From an optimization exercise on the open Yosys and OpenROAD flow, aimed at small area; shortcuts taken in it are not production practice.
The RTL was checked by simulation tests, not by an equivalence proof against the original design.
Power and IR drop assume default switching activity. The clock port is modelled as an ideal driver; clocking choices that lean on that would not hold on a real chip.

$ cat flow/config.mk
export PLATFORM = sky130hd
export DESIGN_NAME = ipc_doorbell
export DESIGN_NICKNAME = ipc_doorbell
export VERILOG_FILES = /design/flow/design.v
export SDC_FILE = /design/flow/constraint.sdc
export NUM_CORES = 8
export LEC_CHECK = 0
export ABC_AREA = 1
export CAP_MARGIN = 20
export CORE_MARGIN = 2
export CORE_UTILIZATION = 60
export CTS_BUF_LIST = sky130_fd_sc_hd__clkbuf_16
export CTS_CLUSTER_DIAMETER = 80
export CTS_CLUSTER_SIZE = 26
export PLACE_DENSITY = 0.8
export SLEW_MARGIN = 20
$ cat flow/standard.sh
#!/bin/bash
# synth_recipe.tcl (not shown) runs the flow's synth.tcl, then flattens the netlist and writes it again
# the make line also repeats each setting of config.mk as NAME=value (left out here)
make -C /OpenROAD-flow-scripts/flow DESIGN_CONFIG=/design/flow/config.mk WORK_HOME=/design/flow/orfs CLKGATE_MAP_FILE= SYNTH_SCRIPT=/design/flow/synth_recipe.tcl "${@:-finish}"
$ cat flow/flow/libfunc.py
#!/usr/bin/env python3
"""Write Verilog models of a liberty's combinational cells (functions as assigns) and
blackbox stubs of every other cell; with DONTUSE, also write there the yosys abc -dont_use
arguments for the low-power and probe cells, which the platform marks don't-use; with
SIZED, also write there those cells and the logic cells of drive 2 and up (not buffers
or inverters), a don't-use list that leaves the layout's repair buffers to fix slew and
load instead of upsized logic cells.
Usage: libfunc.py LIB [DONTUSE [SIZED]] > cells.v"""
import re, sys
t = open(sys.argv[1]).read()

def cells(text):
    i = 0
    for m in re.finditer(r'\n\s*cell\s*\(\s*"?([\w]+)"?\s*\)\s*\{', text):
        start = m.end()
        depth = 1; j = start
        while depth:
            c = text[j]
            if c == '{': depth += 1
            elif c == '}': depth -= 1
            j += 1
        yield m.group(1), text[start:j-1]

def pins(body):
    out = []
    for m in re.finditer(r'\bpin\s*\(\s*"?(\w+)"?\s*\)\s*\{', body):
        start = m.end(); depth = 1; j = start
        while depth:
            c = body[j]
            if c == '{': depth += 1
            elif c == '}': depth -= 1
            j += 1
        pb = body[start:j-1]
        d = re.search(r'direction\s*:\s*"?(\w+)"?', pb)
        f = re.search(r'\bfunction\s*:\s*"([^"]*)"', pb)
        out.append((m.group(1), d.group(1) if d else None, f.group(1) if f else None))
    return out

def conv(f):
    f = f.strip()
    # postfix ' -> prefix !
    while "'" in f:
        f = re.sub(r"(\w+|\([^()]*\))'", r"(!\1)", f, count=1)
    f = f.replace('*', '&').replace('+', '|')
    # implicit AND (space between operands)
    f = re.sub(r'(\w|\))\s+(?=[\w!(])', r'\1 & ', f)
    return f

dont = []
for name, body in cells(t):
    if 'lpflow' in name or 'probe' in name: dont.append(name)
    ps = []
    for p in pins(body):
        if p[0] not in [q[0] for q in ps]: ps.append(p)
    ins = [p for p in ps if p[1] == 'input']
    outs = [p for p in ps if p[1] == 'output']
    seq = re.search(r'\b(ff|latch|statetable)\s*\(', body) is not None or 'three_state' in body or 'test_cell' in body
    comb = outs and not seq and all(o[2] for o in outs)
    ports = [p[0] for p in ins] + [p[0] for p in outs]
    print(f"(* blackbox *)" if not comb else "", end="")
    print(f"module {name}({', '.join(ports)});")
    for p in ins: print(f"  input {p[0]};")
    for p in outs: print(f"  output {p[0]};")
    for p in ps:
        if p[1] == 'inout': pass
    if comb:
        for o in outs: print(f"  assign {o[0]} = {conv(o[2])};")
    print("endmodule")

if len(sys.argv) > 2:
    open(sys.argv[2], 'w').write(' '.join('-dont_use ' + n for n in dont) + '\n')

if len(sys.argv) > 3:
    keep = ('buf_', 'clkbuf', 'inv_', 'clkinv', 'bufinv', 'dly', 'clkdly', 'df', 'edf', 'sdf',
            'dl', 'sedf', 'conb', 'fill', 'tap', 'decap', 'diode', 'lpflow', 'probe')
    sized = []
    for name, body in cells(t):
        b = name[len('sky130_fd_sc_hd__'):]
        m = re.match(r'(.*)_(\d+)$', b)
        if m and m.group(2) not in ('0', '1') and not b.startswith(keep):
            sized.append(name)
    open(sys.argv[3], 'w').write(' '.join(dont + sized) + '\n')
$ cat flow/constraint.sdc
create_clock -name core_clock -period 10.0 [get_ports {clk}]
set_input_delay 2.0000 -clock core_clock [delete_from_list [all_inputs] [get_ports {clk}]]
set_output_delay 2.0000 -clock core_clock [all_outputs]
set_load 0.01 [all_outputs]
$ cat flow/design.v
module ipc_chan (
    input             clk,
    input             rst,
    input             flush,
    input      [3:0]  offer,       
    input      [1:0]  kind0,
    input             db,          
    input      [31:0] val,
    input             pop,
    input             sel,         
    output     [33:0] head,        
    output reg [3:0]  count
);
    localparam CAP = 8;
    reg [2:0] rd_ptr;
    wire [3:0] acc_th = offer & {count < 4'd5, count < 4'd6, count < 4'd7, count < 4'd8};
    wire [2:0] accept = {2'd0, acc_th[0]} + {2'd0, acc_th[1]} + {2'd0, acc_th[2]} + {2'd0, acc_th[3]};
    wire [2:0] tail   = rd_ptr + count[2:0];
    wire [7:0] t_oh   = 8'd1 << tail;
    wire [33:0] rd_term [0:CAP-1];
    genvar e;
    generate
        for (e = 0; e < CAP; e = e + 1) begin : g_ent
            reg  [1:0]  kind;
            reg  [31:0] v;
            wire k0 = t_oh[e];
            wire k1 = t_oh[(e + 7) % 8];
            wire k2 = t_oh[(e + 6) % 8];
            wire k3 = t_oh[(e + 5) % 8];
            wire we = (k0 && acc_th[0]) || (k1 && acc_th[1]) ||
                      (k2 && acc_th[2]) || (k3 && acc_th[3]);
            always @(posedge clk) begin
                if (we) begin
                    kind <= k0 ? kind0 : 2'b00;
                    v    <= {val[31:4], k0 ? val[3:2] : {k1, db}, val[1:0]};
                end
            end
            wire hsel = sel && (rd_ptr == e[2:0]);
            assign rd_term[e] = {34{hsel}} & {kind, v};
        end
    endgenerate
    assign head = rd_term[0] | rd_term[1] | rd_term[2] | rd_term[3] |
                  rd_term[4] | rd_term[5] | rd_term[6] | rd_term[7];
    always @(posedge clk) begin
        if (rst || flush) begin
            rd_ptr <= 3'd0;
            count  <= 4'd0;
        end else if (pop && count != 0) begin
            rd_ptr <= rd_ptr + 3'd1;
            count  <= count - 4'd1;
        end else begin
            count  <= count + accept;
        end
    end
endmodule
module ipc_doorbell (
    input             clk,
    input             rst,
    input             op_valid,
    input      [31:0] op_td,
    input      [63:0] op_wdata,
    output reg        rd_valid,
    output     [63:0] rd_data,
    output reg        diag_width,
    output reg        diag_range,
    output            host_irq,
    output            dsp_irq_ipc,
    output     [3:0]  dsp_irq_lvl,
    output     [3:0]  h2d_count,
    output     [3:0]  d2h_count,
    output reg        h2d_open,
    output reg        d2h_open
);
    wire [3:0]  port = op_td[31:28];
    wire [3:0]  opc  = op_td[27:24];
    wire [3:0]  f_a  = op_td[23:20];    
    wire [3:0]  f_b  = op_td[19:16];    
    wire [15:0] off  = op_td[15:0];
    wire        is_mmio  = op_valid && (port == 4'd0 || port == 4'd1) &&
                           (opc == 4'd0 || opc == 4'd1);
    wire        side     = port[0];
    wire        blk1     = (f_b == 4'd1);
    wire        has_view = (f_b == 4'd0) || (blk1 && side);
    wire        w4       = (f_a == 4'd4);
    wire        w8       = (f_a == 4'd8);
    wire [3:0]  wi       = off[5:2];
    wire        hi_zero  = (off[15:6] == 10'd0);    
    wire bad_w  = !(w4 || w8) || (off[1:0] != 2'd0) ||
                  (w8 && has_view && hi_zero && (blk1 || wi <= 4'd9));
    wire bad_r  = !has_view || !hi_zero || (w8 && (wi == 4'd15));
    wire acc_ok = is_mmio && !bad_w && !bad_r;
    wire rd_ok  = acc_ok && (opc == 4'd0);
    wire wr_ok  = acc_ok && (opc == 4'd1);
    wire wr0    = wr_ok && !blk1;           
    wire wr1    = wr_ok && blk1;            
    wire [31:0] lo = op_wdata[31:0];
    wire [31:0] hi = op_wdata[63:32];
    wire is_chan   = op_valid && (port == 4'd3);
    wire ch_dsp    = (f_a == 4'd0);    
    wire ch_host   = (f_a == 4'd1);    
    wire deliver   = is_chan && (opc == 4'd0);
    wire close_op  = is_chan && (opc == 4'd1);
    wire open_op   = is_chan && (opc == 4'd2);
    wire is_rst_op = op_valid && (port == 4'd4) && (opc == 4'd0);
    wire rst_h0    = is_rst_op && (f_a == 4'd0) && (f_b == 4'd0);
    wire rst_d0    = is_rst_op && (f_a == 4'd1) && (f_b == 4'd0);
    wire rst_d1    = is_rst_op && (f_a == 4'd1) && (f_b == 4'd1);
    wire is_src    = op_valid && (port == 4'd2) && (opc == 4'd0 || opc == 4'd1);
    wire src_set   = (opc == 4'd0);
    wire        cmd_wr = wr0 && w4 && (wi == 4'd0 || wi == 4'd4);
    wire        csr_wr = wr0 && w4 && (wi == 4'd8);
    wire [3:0]  tx_th  = {cmd_wr && lo[0] && lo[1], cmd_wr && (lo[0] || lo[1]),
                          cmd_wr, cmd_wr || csr_wr};
    wire [33:0] h2d_head, d2h_head;
    wire [1:0]  kind0 = csr_wr ? 2'b11 : wi[2] ? 2'b10 : 2'b01;
    ipc_chan u_h2d (
        .clk    (clk),
        .rst    (rst),
        .flush  (close_op && ch_dsp),
        .offer  ((!side && h2d_open) ? tx_th : 4'd0),
        .kind0  (kind0),
        .db     (wi[2]),
        .val    (lo),
        .pop    (deliver && ch_dsp),
        .sel    (deliver && ch_dsp && !rst),
        .head   (h2d_head),
        .count  (h2d_count)
    );
    ipc_chan u_d2h (
        .clk    (clk),
        .rst    (rst),
        .flush  (close_op && ch_host),
        .offer  ((side && d2h_open) ? tx_th : 4'd0),
        .kind0  (kind0),
        .db     (wi[2]),
        .val    (lo),
        .pop    (deliver && ch_host),
        .sel    (deliver && ch_host && !rst),
        .head   (d2h_head),
        .count  (d2h_count)
    );
    always @(posedge clk) begin
        if (rst) begin
            h2d_open <= 1'b1;
            d2h_open <= 1'b1;
        end else begin
            if (close_op && ch_dsp)  h2d_open <= 1'b0;
            if (open_op  && ch_dsp)  h2d_open <= 1'b1;
            if (close_op && ch_host) d2h_open <= 1'b0;
            if (open_op  && ch_host) d2h_open <= 1'b1;
        end
    end
    wire        dlv_side = ch_dsp;
    wire        dlv      = deliver && (ch_dsp ? (h2d_count != 4'd0) :
                                      ch_host ? (d2h_count != 4'd0) : 1'b0);
    wire [33:0] dlv_msg  = h2d_head | d2h_head;
    wire [1:0]  dlv_kind = dlv_msg[33:32];
    wire [31:0] dlv_val  = dlv_msg[31:0];
    wire        dlv_sts  = (dlv_kind == 2'd0) && dlv_val[3];
    wire        dlv_echo = dlv && ((dlv_kind != 2'd0) || dlv_val[3]);
    wire        dlv_irq  = dlv && (dlv_kind == 2'd0) && !dlv_val[3];
    wire [31:0] view [0:31];
    wire zero_any = rst || rst_h0 || rst_d0;
    wire sts_wi   = (wi == 4'd1) || (wi == 4'd5);
    wire        use_w = !zero_any && !deliver;
    wire [31:0] be = dlv_val | ({32{use_w}} & ((w8 && wi[0]) ? hi : lo));
    wire [31:0] bo = dlv_val | ({32{use_w && !sts_wi}} & ((w8 && !wi[0]) ? hi : lo));
    genvar gs, gi;
    generate
        for (gs = 0; gs < 2; gs = gs + 1) begin : g_side
            wire zero_s = rst || (gs == 0 ? rst_h0 : rst_d0);
            wire own    = wr0 && (side == gs);
            for (gi = 0; gi < 16; gi = gi + 1) begin : g_word
                wire        hit_lo = own && (wi == gi);
                wire        hit_hi = (gi >= 11) && own && w8 && (wi == gi - 1);
                wire        hit_ec = dlv_echo && (dlv_side == gs) && (
                                     (gi == 0 && dlv_kind == 2'd1) ||
                                     (gi == 4 && dlv_kind == 2'd2) ||
                                     (gi == 1 && dlv_sts && !dlv_val[2]) ||
                                     (gi == 5 && dlv_sts &&  dlv_val[2]) ||
                                     (gi == 8 && dlv_kind == 2'd3));
                if (gi == 1 || gi == 5) begin : g_sts
                    reg  [1:0] w;
                    wire hit_cmd = own && w4 && (wi == gi - 1);
                    wire [1:0] en = {2{zero_s || hit_ec || hit_cmd}} |
                                    ({2{hit_lo}} & lo[1:0]);
                    always @(posedge clk) begin
                        if (en[0]) w[0] <= bo[0];
                        if (en[1]) w[1] <= bo[1];
                    end
                    assign view[gs*16 + gi] = {30'd0, w};
                end else if (gi == 9) begin : g_evt
                    assign view[gs*16 + gi] = 32'd0;
                end else begin : g_plain
                    reg  [31:0] w;
                    wire en = zero_s || hit_lo || hit_hi || hit_ec;
                    always @(posedge clk)
                        if (en) w <= (gi % 2) ? bo : be;
                    assign view[gs*16 + gi] = w;
                end
            end
        end
    endgenerate
    wire [1:0] sts_sel = side ? (wi[2] ? view[21][1:0] : view[17][1:0]) :
                                (wi[2] ? view[5][1:0]  : view[1][1:0]);
    reg  [3:0] pend;
    wire [3:0] cons;    
    assign cons[0] = (view[1][1:0]  & ~view[2][1:0])  != 2'd0;
    assign cons[1] = (view[17][1:0] & ~view[18][1:0]) != 2'd0;
    assign cons[2] = (view[5][1:0]  & ~view[6][1:0])  != 2'd0;
    assign cons[3] = (view[21][1:0] & ~view[22][1:0]) != 2'd0;
    wire mclr  = wr0 && w4 && (wi == 4'd2 || wi == 4'd6) && ((sts_sel & ~lo[1:0]) == 2'd0);
    reg [3:0] pend_n;
    integer db, ps;
    always @* begin
        pend_n = pend;
        for (db = 0; db < 2; db = db + 1) begin
            for (ps = 0; ps < 2; ps = ps + 1) begin
                if (dlv_irq && dlv_side == ps && cons[db*2 + ps])
                    pend_n[db*2 + ps] = 1'b1;
                if (mclr && side == ps && wi[2] == db)
                    pend_n[db*2 + ps] = 1'b0;
                if ((ps == 0 && rst_h0) || (ps == 1 && rst_d0))
                    pend_n[db*2 + ps] = 1'b0;
            end
        end
    end
    always @(posedge clk) begin
        if (rst) pend <= 4'd0;
        else     pend <= pend_n;
    end
    reg [3:0] rawb;    
    always @(posedge clk) begin
        if (rst || rst_d1) begin
            rawb <= 4'd0;
        end else if (is_src) begin
            case (off)
                16'd0: rawb[0] <= src_set;
                16'd1: rawb[1] <= src_set;
                16'd2: rawb[2] <= src_set;
                16'd3: rawb[3] <= src_set;
                default: ;
            endcase
        end
    end
    wire [31:0] raw_w [0:3];
    assign raw_w[0] = {30'd0, rawb[1], rawb[0]};
    assign raw_w[1] = {27'd0, rawb[2], 4'd0};
    assign raw_w[2] = 32'd0;
    assign raw_w[3] = {rawb[3], 31'd0};
    wire [31:0] mask_w [0:3];
    wire        mzero = rst || rst_d1;
    genvar gl;
    generate
        for (gl = 0; gl < 4; gl = gl + 1) begin : g_lvl
            reg  [31:0] m;
            wire mhit = wr1 && (wi[3:2] == gl);
            wire mset = mhit && (wi[1:0] == 2'd1);
            wire mclr_l = mhit && (wi[1:0] == 2'd2);
            wire [31:0] en = {32{mzero}} | ({32{mset || mclr_l}} & lo);
            wire        d  = !mzero && mset;
            integer b;
            always @(posedge clk)
                for (b = 0; b < 32; b = b + 1)
                    if (en[b]) m[b] <= d;
            assign mask_w[gl] = m;
        end
    endgenerate
    assign host_irq       = pend[0] | pend[2];
    assign dsp_irq_ipc    = pend[1] | pend[3];
    assign dsp_irq_lvl[0] = (rawb[0] & ~mask_w[0][0]) | (rawb[1] & ~mask_w[0][1]);
    assign dsp_irq_lvl[1] = rawb[2] & ~mask_w[1][4];
    assign dsp_irq_lvl[2] = 1'b0;
    assign dsp_irq_lvl[3] = rawb[3] & ~mask_w[3][31];
    reg       rq_ipc, rq_irq, rq_hi, rq_side;
    reg [3:0] rq_wi;
    always @(posedge clk) begin
        if (rst) begin
            rd_valid   <= 1'b0;
            diag_width <= 1'b0;
            diag_range <= 1'b0;
            rq_ipc     <= 1'b0;
            rq_irq     <= 1'b0;
            rq_hi      <= 1'b0;
        end else begin
            rd_valid   <= is_mmio && (opc == 4'd0);
            diag_width <= is_mmio && bad_w;
            diag_range <= is_mmio && !bad_w && bad_r;
            rq_ipc     <= rd_ok && !blk1;
            rq_irq     <= rd_ok && blk1;
            rq_hi      <= rd_ok && w8;
        end
        rq_side <= side;
        rq_wi   <= wi;
    end
    wire [2:0] e_idx  = rq_wi[3:1] + {2'd0, rq_wi[0]};
    wire       lo_odd = rq_ipc && rq_wi[0];
    wire       lo_evn = (rq_ipc && !rq_wi[0]) || rq_irq;
    wire       hi_odd = rq_hi && !rq_wi[0];
    wire       hi_evn = rq_hi && rq_wi[0];
    wire       e_on   = rq_ipc || rq_hi;
    reg [31:0] ev, od;
    integer j;
    always @* begin
        ev = 32'd0;
        od = 32'd0;
        for (j = 0; j < 8; j = j + 1) begin
            ev = ev | ({32{e_on && e_idx == j && !rq_side}} & view[2*j]);
            ev = ev | ({32{e_on && e_idx == j &&  rq_side}} & view[16 + 2*j]);
            od = od | ({32{rq_wi[3:1] == j && !rq_side}} & view[2*j + 1]);
            od = od | ({32{rq_wi[3:1] == j &&  rq_side}} & view[16 + 2*j + 1]);
        end
        for (j = 0; j < 4; j = j + 1) begin
            if (rq_irq && rq_wi[3:2] == j) begin
                case (rq_wi[1:0])
                    2'd0:    ev = ev | raw_w[j];
                    2'd3:    ev = ev | (raw_w[j] & ~mask_w[j]);
                    default: ev = ev | mask_w[j];
                endcase
            end
        end
    end
    wire [31:0] lo_acc = ({32{lo_evn}} & ev) | ({32{lo_odd}} & od);
    wire [31:0] hi_acc = ({32{hi_evn}} & ev) | ({32{hi_odd}} & od);
    assign rd_data = {hi_acc, lo_acc};
endmodule
$ cat flow/flow/cut.py
#!/usr/bin/env python3
"""Turn every flip-flop instance of a flat ORFS netlist into ports: Q becomes an input
<inst>__Q, every other pin but CLK an output <inst>__<pin>. Usage: cut.py in.v out.v"""
import re, sys
s = open(sys.argv[1]).read()
m = re.search(r'module\s+(\w+)\s*\((.*?)\);', s, re.S)
newports, decls, assigns = [], [], []
def san(n): return re.sub(r'[^A-Za-z0-9_]', '_', n)
def repl(mm):
    cell, inst, body = mm.group(1), mm.group(2), mm.group(3)
    pins = dict(re.findall(r'\.(\w+)\s*\(\s*([^()]*?)\s*\)', body))
    base = 'ff_' + san(inst)
    for p, net in pins.items():
        if p == 'CLK': continue
        if p in ('Q', 'Q_N'):
            newports.append(f'{base}__{p}'); decls.append(f'  input {base}__{p};')
            assigns.append(f'  assign {net} = {base}__{p} ;')
        else:
            newports.append(f'{base}__{p}'); decls.append(f'  output {base}__{p};')
            assigns.append(f'  assign {base}__{p} = {net} ;')
    return ''
s = re.sub(r'(sky130_fd_sc_hd__(?:e?dfx\w+|df\w+))\s+(\\\S+|\w+)\s*\((.*?)\);', repl, s, flags=re.S)
newports.sort(); decls.sort()
head = s[:m.end()]
head = head[:-2] + ', ' + ', '.join(newports) + ');'
s = head + '\n' + '\n'.join(decls) + s[m.end():]
s = s.replace('endmodule', '\n'.join(assigns) + '\nendmodule', 1)
open(sys.argv[2], 'w').write(s)
$ cat flow/flow/run.sh
#!/bin/bash
# Own layout flow: the standard synthesis, then the combinational logic is
# mapped again with several area-oriented ABC scripts (registers untouched);
# the smallest mapping that a combinational equivalence check (every
# flip-flop cut into ports) proves equal to the standard netlist is laid out
# with the standard flow. Each tool's full output goes to a log file of
# its own in this folder.
set -euo pipefail
W=$(pwd)
F=$W/flow
Y=$FLOW_HOME/../tools/install/yosys/bin
LIB=$FLOW_HOME/platforms/sky130hd/lib/sky130_fd_sc_hd__tt_025C_1v80.lib
R=$W/orfs/results/sky130hd/ipc_doorbell/base

# 1. Standard synthesis (unchanged).
bash standard.sh synth > $W/synth_standard.log 2>&1
cp $R/1_2_yosys.v $W/synth_standard.v

# 2. Remap the combinational logic; flip-flop instances stay as they are.
python3 $F/libfunc.py $LIB $W/dont_use.txt $W/dont_use_layout.txt > $W/cells.v
PRE="strash;dc2;resub -K 8;refactor -z;rewrite -z;dc2"
declare -A SCR
SCR[a]="$PRE;dch -f;amap -m -F 5;topo"
SCR[b]="$PRE;dch -f;amap -m -F 5;topo;strash;dch -f;amap -m -F 5;topo"
SCR[c]="$PRE;resub -K 12;dc2;dch -f;amap -m -F 5;topo"
SCR[d]="$PRE;resub -K 12;dc2;resub -K 12 -N 2;dc2;dch -f;amap -m -F 5;topo"
SCR[e]="$PRE;resub -K 16;dc2;dch -f;amap -m -F 5;topo"
SCR[f]="strash;dc2;resub -K 6;rewrite -z;resub -K 8;refactor -z;resub -K 10;rewrite -z;resub -K 12;dc2;dch -f;amap -m -F 5;topo"
SCR[g]="$PRE;resub -K 12;dc2;dch -f;amap -m -F 10;topo"
SCR[h]="$PRE;resub -K 12;dc2;dch -f;amap -m -F 5 -A 5;topo"
for k in "${!SCR[@]}"; do
  echo "${SCR[$k]}" | tr ';' '\n' > $W/remap_$k.abc
  cat > $W/remap_$k.ys <<EOY
read_verilog $W/cells.v
read_verilog $W/synth_standard.v
hierarchy -top $FLOW_TOP
flatten
rename -hide w:*.*
read_liberty -lib -overwrite $LIB
techmap
opt -fast
setundef -zero
abc -D 10000 -liberty $LIB $(cat $W/dont_use.txt) -script $W/remap_$k.abc
opt_clean -purge
hilomap -singleton -hicell sky130_fd_sc_hd__conb_1 HI -locell sky130_fd_sc_hd__conb_1 LO
insbuf -buf sky130_fd_sc_hd__buf_4 A X
splitnets
opt_clean -purge
check -assert -mapped
tee -o $W/remap_$k.stat stat -liberty $LIB
write_verilog -noattr -nohex -nodec $W/synth_remap_$k.v
EOY
  ( $Y/yosys -s $W/remap_$k.ys > $W/remap_$k.log 2>&1 || rm -f $W/synth_remap_$k.v ) &
done
wait

# 3. Candidates by area; the first one proven equivalent is used.
python3 $F/cut.py $W/synth_standard.v $W/cec_gold.v
$Y/yosys -p "read_verilog $W/cells.v; read_verilog $W/cec_gold.v; hierarchy -top $FLOW_TOP; flatten; techmap; opt -fast; aigmap; write_aiger -zinit $W/cec_gold.aig" > $W/cec_gold.log 2>&1
: > $W/remap_areas.txt
for k in "${!SCR[@]}"; do
  if [[ -f $W/synth_remap_$k.v ]] && ! grep -q "lpflow\|probe" $W/synth_remap_$k.v; then
    echo "$(awk '/Chip area/ {print $NF}' $W/remap_$k.stat) $k" >> $W/remap_areas.txt
  fi
done
sort -g -o $W/remap_areas.txt $W/remap_areas.txt
echo "standard netlist kept" > $W/remap_used.txt
while read -r area k; do
  python3 $F/cut.py $W/synth_remap_$k.v $W/cec_$k.v
  $Y/yosys -p "read_verilog $W/cells.v; read_verilog $W/cec_$k.v; hierarchy -top $FLOW_TOP; flatten; techmap; opt -fast; aigmap; write_aiger -zinit $W/cec_$k.aig" > $W/cec_$k.log 2>&1 || continue
  $Y/yosys-abc -c "cec $W/cec_gold.aig $W/cec_$k.aig" > $W/cec_${k}_abc.log 2>&1 || true
  if grep -q "Networks are equivalent" $W/cec_${k}_abc.log; then
    cp $W/synth_remap_$k.v $R/1_2_yosys.v
    echo "remap $k ($area um2) used" > $W/remap_used.txt
    break
  fi
done < $W/remap_areas.txt

# 4. Layout: the standard flow from the netlist on.
bash standard.sh \
  "DONT_USE_CELLS=$(cat $W/dont_use_layout.txt)" \
  "BUFFER_PORTS_ARGS=-buffer_cell sky130_fd_sc_hd__buf_1" \
  "CTS_ARGS=-sink_clustering_enable -repair_clock_nets -sink_clustering_size 26 -sink_clustering_max_diameter 80 -buf_list sky130_fd_sc_hd__clkbuf_16 -dont_use_dummy_load" \
  finish > $W/layout.log 2>&1
==> flow_summary.yaml, run 1 <==
status:
  outcome: "finished clean"
power_and_ir_drop:
  p_seq_frac: 0.678
  power.density_cell_area_mw_per_mm2: 176.8
  total_power_uw: 11150
  switching_share: 0.2085
  power_leakage_uw: 0.01961
  p_sw_uw: 2325
  p_clk_frac: 0.281
  internal_power_uw: 8823
  irDropWorstVdd_mv: 0.1055
  combPwrFrac: 0.041
clocking:
  numCtsBuffers: 71
  clk_latency_ns: 0.68
  postCtsSetupRepairBufs: 0
  cts_buffer_depth: 3
  htreeDepth: 3
  clk_pin_slew_ns: 0.10
  cts_sinks: 1547
  cts_tree: "built"
  root_buffer: "clkbuf_16"
  postCtsHoldBufs: 0
  post_cts_resized: 0
place:
  place_hpwl_mm: 106.7
  io_buffers: 180
  placed_cell_area_mm2: 0.06123
  routabilityCongestion: 0.9341
  dpl.cell_count: 5030
setup_path:
  end_kind: "primary output"
  cp_slowest_cell: "nor4bb_1"
  cp_max_fo: 18
  crit_path_start_kind: "register"
  worstPathArrival_ns: 5.57
  crit_chain: "nand2_1 > o21ai_0 > clkinv_1 > nand2_1 > clkinv_1 > buf_2 > a222oi_1 > nand4_1 > nor4bb_1 > o22ai_1 > buf_1"
  cpPeakStageDelay_ns: 0.95
  critPathRequiredTime_ns: 8.00
  crit_type: "reg -> out"
detailed_routing:
  drt_iter0_drc: 9098
  final_antenna_net_count: 0
  vias_per_cell: 7.720
  vias: 39443
  dr.pass1.iters: 13
  routed_wl_mm: 185.0
  drc: 0
  wl_per_cell_um: 36.22
cells_and_area:
  final_area_mm2: 0.06306
  layout_common_cells: "1,512 x edfxtp_1, 309 x a222oi_1, 230 x a22oi_1"
  syn2layout_area_growth_pct: 8.920
  fill_cells: 6249
  regArea_mm2: 0.04610
  multi_input_area_mm2: 0.01121
  final_cells: 5109
  layout_commonest_cell: "edfxtp_1"
  fin_util: 0.6617
  layout-drive-gt1-share: 0.06983
  nets: 3939
global_routing:
  grt_pass1_wl_mm: 260.4
  grt_use_total: 0.3694
  gr-total-overflow: 0
  first_global_vias: 38232
  grt_max_degree: 70
  antenna_found_initial: 10
timing:
  hold_viol: 0
  setup_viol: 0
  fin_worst_skew_ns: 0.08952
  grt_setup_unrepaired: "no"
  fin_crit_sh: 0.7570
  slew_headroom: 0.1782
  min_period_ns: 7.570
  worst_pin_slew_ns: 1.228
  fin_setup_tns_ns: 0
  fmaxAchievable_mhz: 132.1
  drv_slew: 0
floorplanning:
  rows: 113
  start_util: 0.6075
  pin_count: 182
  die_h_um: 314.6
  die_w_um: 314.6
  core_area_mm2: 0.09529
  die_area_mm2: 0.09899
min_path:
  min_path_type: "reg -> reg"
job:
  maxCapViolCount: 0
yosys:
  yosys_warnings: 2
  syn_area_mm2: 0.05789
  synthCells: 3397
  avgSynthCellArea_um2: 17.04
  synth_nets: 3496
==> power by group through the flow <==
stage / combinational [uW] / clock (uW) / sequential, uW
6_report: 457 / 3130 / 7560
5_1_grt: 469 / 3310 / 7580
4_1_cts: 434 / 3100 / 7560
3_5_place_dp: 432 / 0 / 7700
3_3_place_gp: 420 / 0 / 7680
2_1_floorplan: 194 / 0 / 7670
==> final timing paths <==
check | from | end | slack [ns] | cells after the start
min | rawb[3] | rawb[3] | 0.52 | 2
max reg2reg | u_h2d.rd_ptr[1] | u_h2d.g_ent[1].v[10] | 5.54 | 14
min reg2reg | rawb[3] | rawb[3] | 0.52 | 2
max | rq_wi[1] | rd_data[48] | 2.43 | 11
==> final cells by class <==
class / count / share of cell area
timing repair buffer: 372 / 0.02843
sequential: 1547 / 0.7312
antenna: 6 / 0.0002381
clock buffer: 71 / 0.02818
tap: 1265 / 0.02510
inverter: 152 / 0.009048
multi-input combinational: 1696 / 0.1778
==> metrics by stage <==
stage | worst slack [ns] | hold WS, ns
floorplan | 1.189 | 0.4752
global placement | 2.753 | 0.5001
detailed placement | 2.597 | 0.5079
CTS | 2.744 | 0.5218
global route | 2.390 | 0.5499
finish | 2.430 | 0.5234
==> routing by layer <==
layer,vias up,track usage,wire [um]
met2,4296,0.5485,80970
met5,-,0,54
met4,8,0.2035,12580
li1,15494,-,-
met3,769,0.1097,33730
met1,18876,0.4953,57700
==> worst max-delay path, delay by kind of cell, from the launching register on <==
family / cells / cell delay [ns]
AOI/OAI and AO/OA: 3 / 0.89
buffers and inverters: 4 / 1.75
DFF: 1 / 0.65
and+or+nand+nor: 4 / 1.60
==> sequential cells by signal, indices dropped and copies added (netlist names), 4 cells and up <==
signal / count
u_d2h.count: 4
rq_wi: 4
u_h2d.g_ent.kind: 16
u_d2h.g_ent.v: 256
g_side.g_word.genblk1.g_plain.w: 832
rawb: 4
g_lvl.m: 128
u_d2h.g_ent.kind: 16
u_h2d.count: 4
g_side.g_word.g_sts.w: 8
u_h2d.g_ent.v: 256
pend: 4
==> run 2, diff against run 1 <==
--- a/flow/flow/run.sh
+++ b/flow/flow/run.sh
@@ -80,5 +80,5 @@
 bash standard.sh \
   "DONT_USE_CELLS=$(cat $W/dont_use_layout.txt)" \
   "BUFFER_PORTS_ARGS=-buffer_cell sky130_fd_sc_hd__buf_1" \
-  "CTS_ARGS=-sink_clustering_enable -repair_clock_nets -sink_clustering_size 26 -sink_clustering_max_diameter 80 -buf_list sky130_fd_sc_hd__clkbuf_16 -dont_use_dummy_load" \
+  "CTS_ARGS=-sink_clustering_enable -repair_clock_nets -sink_clustering_size 30 -sink_clustering_max_diameter 80 -buf_list sky130_fd_sc_hd__clkbuf_16 -dont_use_dummy_load" \
   finish > $W/layout.log 2>&1
--- a/flow/config.mk
+++ b/flow/config.mk
@@ -11,6 +11,6 @@
 export CORE_UTILIZATION = 60
 export CTS_BUF_LIST = sky130_fd_sc_hd__clkbuf_16
 export CTS_CLUSTER_DIAMETER = 80
-export CTS_CLUSTER_SIZE = 26
+export CTS_CLUSTER_SIZE = 30
 export PLACE_DENSITY = 0.8
 export SLEW_MARGIN = 20
==> run 2 against run 1 <==
Combinational power decreased by 0.9%. Hold slack got worse by 0.0030 ns. Final cell count decreased by 0.23%. Routed wire length decreased by 1.0%. Sequential share of layout area increased by 0.33 points. Still clean. Critical path type unchanged. Area after synthesis unchanged. Critical path depth unchanged. Power decreased by 2.4%.
==> flow_summary.yaml, run 2 <==
status:
  outcome: "finished clean"
global_routing:
  grt_max_degree: 70
  grt_use_total: 0.3659
  grt_pass1_wl_mm: 258.3
  gr-total-overflow: 0
  antenna_found_initial: 8
  first_global_vias: 37808
cells_and_area:
  max_flop_register: "g_side.g_word.genblk1.g_plain.w"
  reg.largest.list: "g_side.g_word.genblk1.g_plain.w x832, u_d2h.g_ent.v x256, u_h2d.g_ent.v x256"
  layout-drive-gt1-share: 0.06717
  layout_common_cells: "1,512 x edfxtp_1, 309 x a222oi_1, 230 x a22oi_1"
  syn2layout_area_growth_pct: 8.427
  final_area_mm2: 0.06277
  fin_util: 0.6587
  layout_commonest_cell: "edfxtp_1"
  largest_register_ff_count: 832
  nets: 3927
detailed_routing:
  drt_iter0_drc: 9085
  routed_wl_mm: 183.2
  final_antenna_net_count: 0
  drc: 0
  wl_per_cell_um: 35.94
  dr.pass1.iters: 10
  vias: 39203
  vias_per_cell: 7.691
clocking:
  postCtsSetupRepairBufs: 0
  htreeDepth: 2
  clk_latency_ns: 0.75
  cts_buffer_depth: 3
  root_buffer: "clkbuf_16"
  post_cts_resized: 0
  clk_pin_slew_ns: 0.09
  postCtsHoldBufs: 0
  cts_sinks: 1547
  cts_tree: "built"
  numCtsBuffers: 60
place:
  pre_cts_ws_ns: 2.597
  routabilityCongestion: 0.9341
  placed_cell_area_mm2: 0.06123
  io_buffers: 180
  place_hpwl_mm: 106.7
min_path:
  min_path_type: "reg -> reg"
  holdPathStages: 2
timing:
  worst_pin_slew_ns: 1.264
  fin_setup_tns_ns: 0
  slew_headroom: 0.1551
  fmaxAchievable_mhz: 131.2
  grt_setup_unrepaired: "no"
  hold_viol: 0
  setup_slack_ns: 2.379
  fin_worst_skew_ns: 0.1345
  setup_viol: 0
  drv_slew: 0
  fin_crit_sh: 0.7621
  min_period_ns: 7.621
setup_path:
  r2r_cells: 14
  cp_max_fo: 18
  critPathRequiredTime_ns: 8.00
  crit_type: "reg -> out"
  worstPathArrival_ns: 5.62
  end_kind: "primary output"
  crit_path_start_kind: "register"
floorplanning:
  die_h_um: 314.6
  start_util: 0.6075
  rows: 113
  pin_count: 182
  core_area_mm2: 0.09529
  die_area_mm2: 0.09899
  die_w_um: 314.6
power_and_ir_drop:
  power.density_cell_area_mw_per_mm2: 173.3
  irDropWorstVdd_mv: 0.1443
  power_leakage_uw: 0.01947
  total_power_uw: 10880
job:
  maxCapViolCount: 0
yosys:
  synth_nets: 3496
  yosys_warnings: 2
  syn_area_mm2: 0.05789
  synthCells: 3397
  avgSynthCellArea_um2: 17.04
-- run 2: stage by stage --
stage | hold WS [ns] | std cells
4_1_cts | 0.5202 | 5090
3_3_place_gp | 0.5001 | 5030
5_1_grt | 0.5483 | 5092
2_1_floorplan | 0.4752 | 3397
6_report | 0.5205 | 5097
3_5_place_dp | 0.5079 | 5030
-- run 2: final timing paths --
path | startpoint | endpoint | slack [ns]
worst max-delay path | rq_wi[1] | rd_data[34] | 2.38
worst min-delay path | rawb[2] | rawb[2] | 0.52
worst max register to register | u_h2d.rd_ptr[1] | u_h2d.g_ent[1].v[5] | 5.56
worst min register to register | rawb[2] | rawb[2] | 0.52
-- run 2: critical path, stage by stage (launching register included) --
cell and delay, ns:
dfxtp_1 0.65, nand2_1 0.17, o21ai_0 0.30, clkinv_1 0.38
nand2_1 0.20, clkinv_1 0.61, buf_2 0.58, a222oi_1 0.43
nand4_1 0.20, nor4bb_1 1.00, o22ai_1 0.21, buf_1 0.17
-- run 2: power by group --
| group | switching, uW | internal (uW) | total, uW |
|---|---|---|---|
| clock network | 1790 | 1070 | 2870 |
| logic | 366 | 87.5 | 453 |
| registers | 99.5 | 7460 | 7560 |
-- run 2: final cells by class --
class	count	area [um^2]
Clock buffer	60	1501
Inverter	152	570.5
Timing Repair Buffer	371	1783
Sequential cell	1547	46100
Fill cell	6302	32520
Antenna cell	6	15.01
Multi-Input combinational cell	1696	11210
Tap cell	1265	1583
-- run 2: metal layers --
layer / routed length (um) / vias up / track usage
li1: - / 15463 / -
met1: 57530 / 18757 / 0.4942
met2: 80860 / 4246 / 0.5461
met3: 33050 / 731 / 0.1070
met4: 11700 / 6 / 0.1904
met5: 42 / - / 0

-- what the ideal ports hide --
How much do the figures lean on ideal ports? The routed layouts below were timed once more, with nothing changed but the port constraints. Step 1: set_driving_cell puts a clkbuf_16 on clk and a buf_2 on each other input, an assumption about the parent block. Step 2 also shifts input and output timing later by t, the mid clock arrival at the registers, as if the neighbouring blocks saw the same clock. Slacks: ideal / step 1 / step 2; pairs: ideal / step 1.
| run | t, ns | slack for setup (ns) | cell pins on the clock port's net |
|---|---|---|---|
| run 1 | 0.708 | 2.430 / 2.357 / 2.722 | 1 |
| run 2 | 0.748 | 2.379 / 2.309 / 2.713 | 1 |
After both steps setup and hold are still met in every run listed.
